Background: an optimization exercise with open tools, aiming at a short achievable clock period and few clock cycles. Do not read the settings as production practice.
The RTL was checked by simulation tests, not by an equivalence proof against the original design.
No activity file was given, so power comes from the tool's default toggle rates.

<file path="design/flow/design.v">
module sp_alu (
    input  wire [7:0]  opr,
    input  wire [31:0] a,
    input  wire [31:0] b,
    output reg  [31:0] y
);
    wire signed [31:0] sa = a;
    wire signed [31:0] sb = b;
    wire [4:0] sh = b[4:0];
    always @(*) begin
        case (opr)
            8'h00: y = ~a;                                   
            8'h01: y = {31'd0, a == 32'd0};                  
            8'h10: y = sa >>> sh;                            
            8'h11: y = a << sh;                              
            8'h12: y = a & b;                                
            8'h13: y = a | b;                                
            8'h14: y = a ^ b;                                
            8'h20: y = {31'd0, a == b};                      
            8'h21: y = {31'd0, a != b};                      
            8'h22: y = {31'd0, sa <= sb};                    
            8'h23: y = {31'd0, sa >= sb};                    
            8'h24: y = {31'd0, sa <  sb};                    
            8'h25: y = {31'd0, sa >  sb};                    
            8'h26: y = {31'd0, (a != 32'd0) && (b != 32'd0)};  
            8'h27: y = {31'd0, (a != 32'd0) || (b != 32'd0)};  
            8'h30: y = a + b;                                
            8'h31: y = a - b;                                
            default: y = 32'd0;
        endcase
    end
endmodule
module sp_muldiv (
    input  wire        clk,
    input  wire        rst,
    input  wire        start,
    input  wire [1:0]  op,       
    input  wire [31:0] a,
    input  wire [31:0] b,
    output reg         done,
    output reg         dz,
    output reg  [31:0] result
);
    localparam [2:0] S_IDLE = 3'd0, S_MUL = 3'd1, S_DIV = 3'd2,
                     S_POW = 3'd3, S_PMUL = 3'd4, S_PSQR = 3'd5,
                     S_DFIX = 3'd6;
    reg [2:0]  state;
    reg [1:0]  op_q;
    reg [5:0]  cnt;
    reg [31:0] mc, mp, acc;
    reg [31:0] rem, quo, dvs;
    reg        neg_q, neg_r;
    reg [31:0] p_res, p_base, p_exp;
    wire [32:0] trial = {rem, quo[31]} - {1'b0, dvs};
    always @(posedge clk) begin
        if (rst) begin
            state    <= S_IDLE;
            done     <= 1'b0;
            dz       <= 1'b0;
        end else begin
            done <= 1'b0;
            case (state)
                S_IDLE: if (start) begin
                    op_q <= op;
                    dz   <= 1'b0;
                    cnt  <= 6'd0;
                    case (op)
                        2'd0: begin
                            mc <= a; mp <= b; acc <= 32'd0;
                            state <= S_MUL;
                        end
                        2'd1, 2'd2: begin
                            if (b == 32'd0) begin
                                dz    <= 1'b1;
                                done  <= 1'b1;
                            end else begin
                                rem   <= 32'd0;
                                quo   <= a[31] ? -a : a;
                                dvs   <= b[31] ? -b : b;
                                neg_q <= a[31] ^ b[31];
                                neg_r <= a[31];
                                state <= S_DIV;
                            end
                        end
                        default: begin
                            if (b[31]) begin
                                done <= 1'b1;
                                if (a == 32'd0)
                                    dz <= 1'b1;
                                else if (a == 32'd1)
                                    result <= 32'd1;
                                else if (a == 32'hFFFF_FFFF)
                                    result <= b[0] ? 32'hFFFF_FFFF : 32'd1;
                                else
                                    result <= 32'd0;
                            end else begin
                                p_res  <= 32'd1;
                                p_base <= a;
                                p_exp  <= b;
                                state  <= S_POW;
                            end
                        end
                    endcase
                end
                S_MUL: begin
                    if (mp[0]) acc <= acc + mc;
                    mc  <= mc << 1;
                    mp  <= mp >> 1;
                    cnt <= cnt + 6'd1;
                    if (cnt == 6'd31) begin
                        result <= mp[0] ? acc + mc : acc;
                        done   <= 1'b1;
                        state  <= S_IDLE;
                    end
                end
                S_DIV: begin
                    if (!trial[32]) begin
                        rem <= trial[31:0];
                        quo <= {quo[30:0], 1'b1};
                    end else begin
                        rem <= {rem[30:0], quo[31]};
                        quo <= {quo[30:0], 1'b0};
                    end
                    cnt <= cnt + 6'd1;
                    if (cnt == 6'd31) state <= S_DFIX;
                end
                S_DFIX: begin  
                    if (op_q == 2'd1)
                        result <= neg_q ? -quo : quo;
                    else
                        result <= neg_r ? -rem : rem;
                    done  <= 1'b1;
                    state <= S_IDLE;
                end
                S_POW: begin
                    if (p_exp == 32'd0) begin
                        result <= p_res;
                        done   <= 1'b1;
                        state  <= S_IDLE;
                    end else if (p_exp[0]) begin
                        mc <= p_res; mp <= p_base; acc <= 32'd0; cnt <= 6'd0;
                        state <= S_PMUL;
                    end else begin
                        mc <= p_base; mp <= p_base; acc <= 32'd0; cnt <= 6'd0;
                        state <= S_PSQR;
                    end
                end
                S_PMUL, S_PSQR: begin
                    if (mp[0]) acc <= acc + mc;
                    mc  <= mc << 1;
                    mp  <= mp >> 1;
                    cnt <= cnt + 6'd1;
                    if (cnt == 6'd31) begin
                        if (state == S_PMUL) begin
                            p_res <= mp[0] ? acc + mc : acc;
                            mc <= p_base; mp <= p_base; acc <= 32'd0; cnt <= 6'd0;
                            state <= S_PSQR;
                        end else begin
                            p_base <= mp[0] ? acc + mc : acc;
                            p_exp  <= p_exp >> 1;
                            state  <= S_POW;
                        end
                    end
                end
                default: state <= S_IDLE;
            endcase
        end
    end
endmodule
module sketchpad_core (
    input  wire        clk,
    input  wire        rst,           
    output reg         mem_req,
    output reg         mem_we,
    output reg  [23:0] mem_addr,
    output reg  [31:0] mem_wdata,
    input  wire [31:0] mem_rdata,
    input  wire        mem_ready,
    output wire        halted,
    output wire        faulted,
    output wire [3:0]  fault_code,
    output wire [31:0] fault_info,
    output wire [31:0] pc,
    output wire [31:0] l,
    output wire [31:0] r,
    output wire [31:0] spl,
    output wire [31:0] spr
);
    localparam [31:0] CODE_BASE  = 32'h0080_0000;
    localparam [31:0] STACK_BASE = 32'h0081_0000;
    localparam [31:0] SPR_INIT   = 32'h0081_0001;
    localparam [3:0] F_ILLEGAL_OPCODE   = 4'd1,
                     F_ILLEGAL_OPERATOR = 4'd2,
                     F_ADDRESS_RANGE    = 4'd3,
                     F_DIVIDE_BY_ZERO   = 4'd5,
                     F_STACK_OVERFLOW   = 4'd6,
                     F_BAD_FRAME_SIZE   = 4'd7;
    localparam [3:0] ST_FETCH   = 4'd0,
                     ST_DECODE  = 4'd1,
                     ST_MEM1    = 4'd2,    
                     ST_MEM2    = 4'd3,    
                     ST_CALLCHK = 4'd4,    
                     ST_CALLW1  = 4'd5,    
                     ST_CALLW2  = 4'd6,    
                     ST_ARITH   = 4'd7,    
                     ST_DONE    = 4'd8;    
    reg [3:0]  state;
    reg [31:0] pc_q, l_q, r_q, spl_q, spr_q;
    reg [31:0] ir;         
    reg [31:0] tmp;        
    reg [23:0] ea;         
    reg        halted_q, faulted_q;
    reg [3:0]  fcode_q;
    reg [31:0] finfo_q;
    assign halted     = halted_q;
    assign faulted    = faulted_q;
    assign fault_code = fcode_q;
    assign fault_info = finfo_q;
    assign pc  = pc_q;
    assign l   = l_q;
    assign r   = r_q;
    assign spl = spl_q;
    assign spr = spr_q;
    wire [7:0] op  = ir[31:24];
    wire [7:0] opr = ir[23:16];
    wire is_nop    = (op == 8'h00);
    wire is_static = (op[7:3] == 5'b00010);    
    wire is_frame  = (op[7:3] == 5'b00100);    
    wire is_ls     = is_static | is_frame;
    wire ls_dst_r  = op[0];
    wire ls_store  = op[1];
    wire ls_ind    = op[2];
    wire is_uop    = (op == 8'h30) | (op == 8'h31);
    wire is_bop    = (op == 8'h32) | (op == 8'h33);
    wire alu_dst_r = op[0];
    wire is_swap   = (op == 8'h34);
    wire is_brl    = (op == 8'h40);
    wire is_brr    = (op == 8'h41);
    wire is_jmp    = (op == 8'h42);
    wire is_call   = (op == 8'h43);
    wire is_ret    = (op == 8'h44);
    wire op_legal  = is_nop | is_ls | is_uop | is_bop | is_swap |
                     is_brl | is_brr | is_jmp | is_call | is_ret;
    wire opr_unary  = (opr == 8'h00) | (opr == 8'h01);
    wire opr_binary = (opr >= 8'h10 && opr <= 8'h14) ||
                      (opr >= 8'h20 && opr <= 8'h27) ||
                      (opr >= 8'h30 && opr <= 8'h35);
    wire opr_long   = (opr >= 8'h32 && opr <= 8'h35);   
    wire [33:0] off34     = {{10{ir[23]}}, ir[23:0]};
    wire [33:0] spl34     = {{2{spl_q[31]}}, spl_q};
    wire [33:0] spr34     = {{2{spr_q[31]}}, spr_q};
    wire [33:0] tmp34     = {{2{tmp[31]}}, tmp};
    wire [33:0] rdata34   = {{2{mem_rdata[31]}}, mem_rdata};
    wire [33:0] static_ea = {2'b00, CODE_BASE} + off34;   
    wire [33:0] frame_ea  = spl34 + off34;
    wire [33:0] fsize_ea  = static_ea - 34'd1;             
    wire [33:0] spl_m1    = spl34 - 34'd1;
    wire [33:0] spr_m1    = spr34 - 34'd1;
    wire [33:0] spr_pn    = spr34 + tmp34;                 
    wire [33:0] ls_ea     = is_static ? static_ea : frame_ea;
    wire ls_ea_ok    = (ls_ea[33:24]     == 10'd0);
    wire fsize_ea_ok = (fsize_ea[33:24]  == 10'd0);
    wire spl_ok      = (spl34[33:24]     == 10'd0);
    wire spl_m1_ok   = (spl_m1[33:24]    == 10'd0);
    wire spr_ok      = (spr34[33:24]     == 10'd0);
    wire rdata_ok    = (rdata34[33:24]   == 10'd0);
    wire pc_below_code = $signed(pc_q) < $signed(CODE_BASE);
    wire pc_in_range   = (pc_q[31:24] == 8'd0);
    wire [31:0] pc_next = pc_q + 32'd1;
    wire stack_overflow = ($signed(spr_m1) < $signed({2'b00, STACK_BASE})) ||
                          ($signed(spr_pn) > $signed(34'h0_0100_0000));
    wire [31:0] alu_y;
    sp_alu u_alu (.opr(opr), .a(l_q), .b(r_q), .y(alu_y));
    reg         md_start;
    wire        md_done, md_dz;
    wire [31:0] md_result;
    sp_muldiv u_muldiv (
        .clk(clk), .rst(rst), .start(md_start), .op(opr[1:0] - 2'd2),
        .a(l_q), .b(r_q), .done(md_done), .dz(md_dz), .result(md_result)
    );
    always @(*) begin
        mem_req   = 1'b0;
        mem_we    = 1'b0;
        mem_addr  = ea;
        mem_wdata = ls_dst_r ? r_q : l_q;
        case (state)
            ST_FETCH: begin
                mem_req  = !pc_below_code && pc_in_range;
                mem_addr = pc_q[23:0];
            end
            ST_MEM1: begin
                mem_req = 1'b1;
                mem_we  = is_ls && ls_store && !ls_ind;
            end
            ST_MEM2: begin
                mem_req = 1'b1;
                mem_we  = is_ls && ls_store;
            end
            ST_CALLW1: begin
                mem_req   = 1'b1;
                mem_we    = 1'b1;
                mem_wdata = pc_next;
            end
            ST_CALLW2: begin
                mem_req   = 1'b1;
                mem_we    = 1'b1;
                mem_wdata = spl_q;
            end
            default: ;
        endcase
    end
    always @(*) begin
        md_start = (state == ST_DECODE) && op_legal && is_bop && opr_binary && opr_long;
    end
    always @(posedge clk) begin
        if (rst) begin
            state     <= ST_FETCH;
            pc_q      <= CODE_BASE;
            l_q       <= 32'd0;
            r_q       <= 32'd0;
            spl_q     <= STACK_BASE;
            spr_q     <= SPR_INIT;
            halted_q  <= 1'b0;
            faulted_q <= 1'b0;
            fcode_q   <= 4'd0;
            finfo_q   <= 32'd0;
        end else begin
            case (state)
                ST_FETCH: begin
                    if (pc_below_code) begin
                        halted_q <= 1'b1;
                        state    <= ST_DONE;
                    end else if (!pc_in_range) begin
                        faulted_q <= 1'b1;
                        fcode_q   <= F_ADDRESS_RANGE;
                        finfo_q   <= pc_q;
                        state     <= ST_DONE;
                    end else if (mem_ready) begin
                        ir    <= mem_rdata;
                        state <= ST_DECODE;
                    end
                end
                ST_DECODE: begin
                    if (!op_legal) begin
                        faulted_q <= 1'b1;
                        fcode_q   <= F_ILLEGAL_OPCODE;
                        finfo_q   <= ir;
                        state     <= ST_DONE;
                    end else if ((is_uop && !opr_unary) || (is_bop && !opr_binary)) begin
                        faulted_q <= 1'b1;
                        fcode_q   <= F_ILLEGAL_OPERATOR;
                        finfo_q   <= ir;
                        state     <= ST_DONE;
                    end else if (is_ls) begin
                        if (!ls_ea_ok) begin
                            faulted_q <= 1'b1;
                            fcode_q   <= F_ADDRESS_RANGE;
                            finfo_q   <= ls_ea[31:0];
                            state     <= ST_DONE;
                        end else begin
                            ea    <= ls_ea[23:0];
                            state <= ST_MEM1;
                        end
                    end else if (is_uop || (is_bop && !opr_long)) begin
                        if (alu_dst_r) r_q <= alu_y;
                        else           l_q <= alu_y;
                        pc_q  <= pc_next;
                        state <= ST_FETCH;
                    end else if (is_bop) begin
                        state <= ST_ARITH;
                    end else if (is_swap) begin
                        l_q   <= r_q;
                        r_q   <= l_q;
                        pc_q  <= pc_next;
                        state <= ST_FETCH;
                    end else if (is_brl || is_brr || is_jmp) begin
                        if (is_jmp || (is_brl && l_q != 32'd0) || (is_brr && r_q != 32'd0))
                            pc_q <= static_ea[31:0];
                        else
                            pc_q <= pc_next;
                        state <= ST_FETCH;
                    end else if (is_call) begin
                        if (!fsize_ea_ok) begin
                            faulted_q <= 1'b1;
                            fcode_q   <= F_ADDRESS_RANGE;
                            finfo_q   <= fsize_ea[31:0];
                            state     <= ST_DONE;
                        end else begin
                            ea    <= fsize_ea[23:0];
                            state <= ST_MEM1;
                        end
                    end else if (is_ret) begin
                        if (!spl_ok) begin
                            faulted_q <= 1'b1;
                            fcode_q   <= F_ADDRESS_RANGE;
                            finfo_q   <= spl_q;
                            state     <= ST_DONE;
                        end else begin
                            ea    <= spl_q[23:0];
                            state <= ST_MEM1;
                        end
                    end else begin
                        pc_q  <= pc_next;
                        state <= ST_FETCH;
                    end
                end
                ST_MEM1: if (mem_ready) begin
                    if (is_ls) begin
                        if (!ls_ind) begin
                            if (!ls_store) begin
                                if (ls_dst_r) r_q <= mem_rdata;
                                else          l_q <= mem_rdata;
                            end
                            pc_q  <= pc_next;
                            state <= ST_FETCH;
                        end else if (!rdata_ok) begin
                            faulted_q <= 1'b1;
                            fcode_q   <= F_ADDRESS_RANGE;
                            finfo_q   <= mem_rdata;
                            state     <= ST_DONE;
                        end else begin
                            ea    <= mem_rdata[23:0];
                            state <= ST_MEM2;
                        end
                    end else if (is_call) begin
                        tmp   <= mem_rdata;
                        state <= ST_CALLCHK;
                    end else begin
                        tmp <= mem_rdata;
                        if (!spl_m1_ok) begin
                            faulted_q <= 1'b1;
                            fcode_q   <= F_ADDRESS_RANGE;
                            finfo_q   <= spl_m1[31:0];
                            state     <= ST_DONE;
                        end else begin
                            ea    <= spl_m1[23:0];
                            state <= ST_MEM2;
                        end
                    end
                end
                ST_MEM2: if (mem_ready) begin
                    if (is_ls) begin
                        if (!ls_store) begin
                            if (ls_dst_r) r_q <= mem_rdata;
                            else          l_q <= mem_rdata;
                        end
                        pc_q <= pc_next;
                    end else begin
                        spr_q <= spl_q;
                        spl_q <= tmp;
                        pc_q  <= mem_rdata;
                    end
                    state <= ST_FETCH;
                end
                ST_CALLCHK: begin
                    if (tmp[31]) begin
                        faulted_q <= 1'b1;
                        fcode_q   <= F_BAD_FRAME_SIZE;
                        finfo_q   <= tmp;
                        state     <= ST_DONE;
                    end else if (stack_overflow) begin
                        faulted_q <= 1'b1;
                        fcode_q   <= F_STACK_OVERFLOW;
                        finfo_q   <= spr_pn[31:0];
                        state     <= ST_DONE;
                    end else if (!spr_ok) begin
                        faulted_q <= 1'b1;
                        fcode_q   <= F_ADDRESS_RANGE;
                        finfo_q   <= spr_q;
                        state     <= ST_DONE;
                    end else begin
                        ea    <= spr_m1[23:0];
                        state <= ST_CALLW1;
                    end
                end
                ST_CALLW1: if (mem_ready) begin
                    ea    <= spr_q[23:0];
                    state <= ST_CALLW2;
                end
                ST_CALLW2: if (mem_ready) begin
                    spl_q <= spr_q;
                    spr_q <= spr_pn[31:0];
                    pc_q  <= static_ea[31:0];
                    state <= ST_FETCH;
                end
                ST_ARITH: if (md_done) begin
                    if (md_dz) begin
                        faulted_q <= 1'b1;
                        fcode_q   <= F_DIVIDE_BY_ZERO;
                        finfo_q   <= ir;
                        state     <= ST_DONE;
                    end else begin
                        if (alu_dst_r) r_q <= md_result;
                        else           l_q <= md_result;
                        pc_q  <= pc_next;
                        state <= ST_FETCH;
                    end
                end
                default: state <= ST_DONE;
            endcase
        end
    end
endmodule
</file>
<file path="design/flow/run.sh">
#!/bin/bash
# synth_recipe.tcl (not shown) runs the flow's synth.tcl, then flattens the netlist and writes it again
# the make line also repeats each setting of config.mk as NAME=value (left out here)
make -C /OpenROAD-flow-scripts/flow DESIGN_CONFIG=/design/flow/config.mk WORK_HOME=/design/flow/orfs CLKGATE_MAP_FILE= SYNTH_SCRIPT=/design/flow/synth_recipe.tcl finish
</file>
<file path="design/flow/config.mk">
export PLATFORM = sky130hd
export DESIGN_NAME = sketchpad_core
export DESIGN_NICKNAME = sketchpad_core
export VERILOG_FILES = /design/flow/design.v
export SDC_FILE = /design/flow/constraint.sdc
export NUM_CORES = 4
export LEC_CHECK = 0
export CAP_MARGIN = 20
export CORE_MARGIN = 2
export CORE_UTILIZATION = 40
export PLACE_DENSITY = 0.6
export SLEW_MARGIN = 20
</file>
<file path="design/flow/constraint.sdc">
create_clock -name core_clock -period 8.0 [get_ports {clk}]
set_input_delay 1.6000 -clock core_clock [delete_from_list [all_inputs] [get_ports {clk}]]
set_output_delay 1.6000 -clock core_clock [all_outputs]
set_load 0.01 [all_outputs]
</file>
==> results.txt <==
==> cell families (layout without fill, tap and decap cells) <==
kind of cell | Yosys count | after routing | share of synthesized area
buffers and inverters | 769 | 885 | 0.0565
adder cells (fa/ha/maj) | 247 | 247 | 0.0602
other | 1 | 3 | 0.0000720
multiplexers | 228 | 228 | 0.0569
XOR/XNOR | 295 | 295 | 0.0496
AND/OR/NAND/NOR | 2013 | 2013 | 0.176
flip-flops | 623 | 623 | 0.319
AO/OA/AOI/OAI | 2155 | 2155 | 0.281
==> worst max-delay path, cell delays in order (launching register included) <==
cell       delay, ps
dfxtp_1          550
ha_1             270
inv_1             70
fa_1             420
nor2b_1          190
o21ai_0          130
a311oi_2         520
o2111ai_1        180
a2111oi_0        890
nand4_1          190
or4_1            520
o31a_1           360
o21a_1           450
o32a_1           480
a21oi_1          160
and3_1           170
buf_4            350
==> worst max path at each step <==
| stage | endpoint | slack (ps) | cells after the start | from |
|---|---|---|---|---|
| 5_1_grt | ea[8]$_DFFE_PP_ | 1600 | 16 | spr_q[0]$_SDFFE_PP1P_ |
| 3_5_place_dp | ea[8]$_DFFE_PP_ | 1840 | 16 | spr_q[0]$_SDFFE_PP1P_ |
| 3_3_place_gp | ea[6]$_DFFE_PP_ | 1870 | 16 | spr_q[0]$_SDFFE_PP1P_ |
| 4_1_cts | ea[8]$_DFFE_PP_ | 1780 | 16 | spr_q[0]$_SDFFE_PP1P_ |
| 6_report | ea[8]$_DFFE_PP_ | 1690 | 16 | spr_q[0]$_SDFFE_PP1P_ |
| 2_1_floorplan | u_muldiv.p_base[0]$_DFFE_PP_ | 730 | 11 | ir[17]$_DFFE_PP_ |
==> placed cells by master, fill, tap and decap left out, drive strengths merged, types with 48 or more instances in the layout <==
| master | netlist | layout |
|---|---|---|
| ha | 241 | 241 |
| nand3 | 126 | 126 |
| nand2 | 694 | 694 |
| xor2 | 96 | 96 |
| clkbuf | 442 | 101 |
| a21oi | 490 | 490 |
| a311oi | 48 | 48 |
| edfxtp | 417 | 417 |
| nand2b | 48 | 48 |
| clkdlybuf4s50 | 0 | 288 |
| a21o | 93 | 93 |
| or3 | 50 | 50 |
| o31ai | 68 | 68 |
| mux2i | 151 | 151 |
| o22ai | 59 | 59 |
| a222oi | 55 | 55 |
| a31oi | 57 | 57 |
| nand4 | 56 | 56 |
| dfxtp | 206 | 206 |
| a22oi | 48 | 48 |
| o211ai | 145 | 145 |
| o21ai | 490 | 490 |
| a221o | 64 | 64 |
| nor3 | 146 | 146 |
| xnor2 | 199 | 199 |
| a221oi | 74 | 74 |
| inv | 246 | 247 |
| a211oi | 86 | 86 |
| nor2 | 631 | 631 |
| mux4 | 52 | 52 |
| nor4 | 60 | 60 |
| buf | 77 | 198 |
==> power by group <==
group | switching, mW | leakage (nW) | internal [mW]
Combinational | 2.66 | 15.0 | 1.54
Clock | 1.68 | 1.36 | 2.33
Sequential | 0.385 | 5.61 | 3.66
Total | 4.73 | 22.0 | 7.53
==> layout make-up <==
cell class	count	area, µm²
flip-flops and latches	623	16700
fillers	12700	69600
diodes	2	5.00
multi-input cells	4939	32700
well taps	1742	2180
clock inverters	48	682
inverters	250	938
clock buffers	101	2160
repair buffers	486	4390
==> cells in the mapped netlist, types with 50 or more instances <==
master	number
nand2_1	694
nor2_1	630
a21oi_1	487
o21ai_0	479
clkbuf_1	442
edfxtp_1	417
inv_1	244
ha_1	241
dfxtp_1	206
xnor2_1	199
mux2i_1	151
nor3_1	145
o211ai_1	144
nand3_1	125
xor2_1	96
a21o_1	93
a211oi_1	83
a221oi_1	74
o31ai_1	66
a221o_1	64
o22ai_1	59
a31oi_1	57
nor4_1	57
a222oi_1	55
buf_1	55
nand4_1	55
mux4_2	52
or3_1	50
==> state kept, by name, summed over array words and instances, names as in the netlist, 24 cells and up <==
signal / count
ea: 24
finfo_q: 32
ir: 32
l_q: 32
pc_q: 32
r_q: 32
spl_q: 32
spr_q: 32
tmp: 32
u_muldiv.acc: 32
u_muldiv.dvs: 32
u_muldiv.mc: 32
u_muldiv.mp: 32
u_muldiv.p_base: 32
u_muldiv.p_exp: 31
u_muldiv.p_res: 32
u_muldiv.quo: 32
u_muldiv.rem: 32
u_muldiv.result: 32
==> metrics by stage <==
step / instance area [µm²] / hold WS (ps) / total power [mW] / setup WS (ps) / utilization
CTS: 59700 / 475 / 12.1 / 1780 / 0.462
global placement: 56900 / 454 / 8.15 / 1870 / 0.440
detailed placement: 56900 / 464 / 8.15 / 1840 / 0.440
finish: 59700 / 478 / 12.3 / 1690 / 0.462
global route: 59700 / 489 / 12.6 / 1600 / 0.462
floorplan: 52100 / 478 / 6.32 / 730 / -
==> layer usage <==
| metal | routed length [µm] | part of all wire | vias up | GRT usage |
|---|---|---|---|---|
| met5 | 53 | 0.00020 | - | 0 |
| met4 | 19700 | 0.075 | 8 | 0.242 |
| met3 | 28700 | 0.11 | 794 | 0.0794 |
| met2 | 114000 | 0.44 | 3813 | 0.590 |
| met1 | 99000 | 0.38 | 26800 | 0.482 |
| li1 | - | - | 24000 | - |
==> results_dict.tcl <==
set metrics [dict create \
    die_w_um 365 \
    hold_path.class "reg2reg" \
    reg2regPathDepth 16 \
    tightestPinTransition_ps 1230 \
    wl_per_cell_um 31.9 \
    status "timing/DRC/antenna clean" \
    hp-start "halted_q$_SDFFE_PP0P_" \
    die-height_um 365 \
    synth_seq_cells 623 \
    post_cts.repair.setup_buffers 0 \
    initial_utilization 0.403 \
    yosys.area.top_type_share 0.240 \
    ctsRootBufferMaster "clkbuf_16" \
    drive_above_1_share 0.0833 \
    synth_async_sr_flop_share 0 \
    syn_nets 6613 \
    rows 132 \
    crit_arrival_ps 6660 \
    via_count 55400 \
    path_max_fanout 24 \
    drv_slew 0 \
    drtAntennaViolNets 0 \
    ys.flop_type "edfxtp_1" \
    area_growth_pct 14.7 \
    grt_pass1_wl_mm 370 \
    ys_types 107 \
    r2r-end "ea[8]$_DFFE_PP_" \
    port_buffers 289 \
    netlist_top_cells_area "edfxtp_1 (24%), dfxtp_1 (7.9%), ha_1 (5.8%)" \
    yosysSeqAreaShare 0.319 \
    path_clk_slew_ps 60 \
    die-area_um2 133000 \
    drc 0 \
    place_congestion 0.996 \
    drt_first_iter_violations 8260 \
    slew-limit-headroom 0.179 \
    rsz0062_at_grt "no" \
    finalSetupViolCount 0 \
    routed_via_density 6.76 \
    fin_crit_ps 6310 \
    max_freq_mhz 158 \
    placedCellCount 8039 \
    layout.nets 6663 \
    ios 291 \
    hold_buffers 0 \
    hold_viol 0 \
    ys_warn_count 3 \
    netlist_area_um2 52100 \
    min_delay_path_depth 2 \
    track_usage 0.381 \
    finalClockSkew_ps 56.1 \
    grt-ovfl-total 0 \
    routed_wl_mm 261 \
    grt_max_degree 97 \
    antenna_found_initial 8 \
    post_cts_resized 0 \
    period_share 0.789 \
    p_leak_nw 22.0 \
    holdPathEnd "halted_q$_SDFFE_PP0P_" \
    max_cap_viol_count 0 \
    finalSetupTns_ps 0 \
    avgSynthCellArea_um2 8.23 \
    tritoncts "built" \
    cp-start-kind "register" \
    cts_made_buffers 81 \
    htree_levels 3 \
    r2r_start "spr_q[0]$_SDFFE_PP1P_" \
    clk_path_buf_depth 3 \
    final_cells 8191 \
    synthCells 6331 \
    end_kind "register" \
    core_area_um2 129000 \
    synth-edff-count 417 \
    grt_pass1_vias 51100 \
    power.density_nw_per_um2 205 \
    r2r_slack_ps 1690 \
    clkLatencyLatePin_ps 740 \
    dr.pass1.iters 9 \
    crit_required_ps 8350 \
    vdd_drop_max_v 0.000176 \
    yosysTopAreaCell "edfxtp_1" \
    cts.sink_count 623 \
    path_class "reg2reg" \
    hpwlAfterDp_mm 191 \
]
Testbench counts, summed over its fixed seeds: cycles 198,203.

==> what the ideal ports hide <==
The flow's constraints put no driver on any port. The routed layout listed below was extracted and timed again, unchanged, in two steps. Step 1 assumes that a clkbuf_16 drives the clock port and a buf_2 every other input. Step 2 also shifts input and output timing later by t, the mid clock arrival at the registers, as if the neighbouring blocks saw the same clock. Three values: ideal, step 1, step 2; two values: the first two.
t, ns: 0.794
setup slack, ns: 1.688 / 1.641 / 1.688
pins driven straight from the clock port: 1
After both steps setup and hold are still met in this run. For this run, drivers alone change the setup slack by -0.047 ns; drivers and shift together by 0.000 ns.
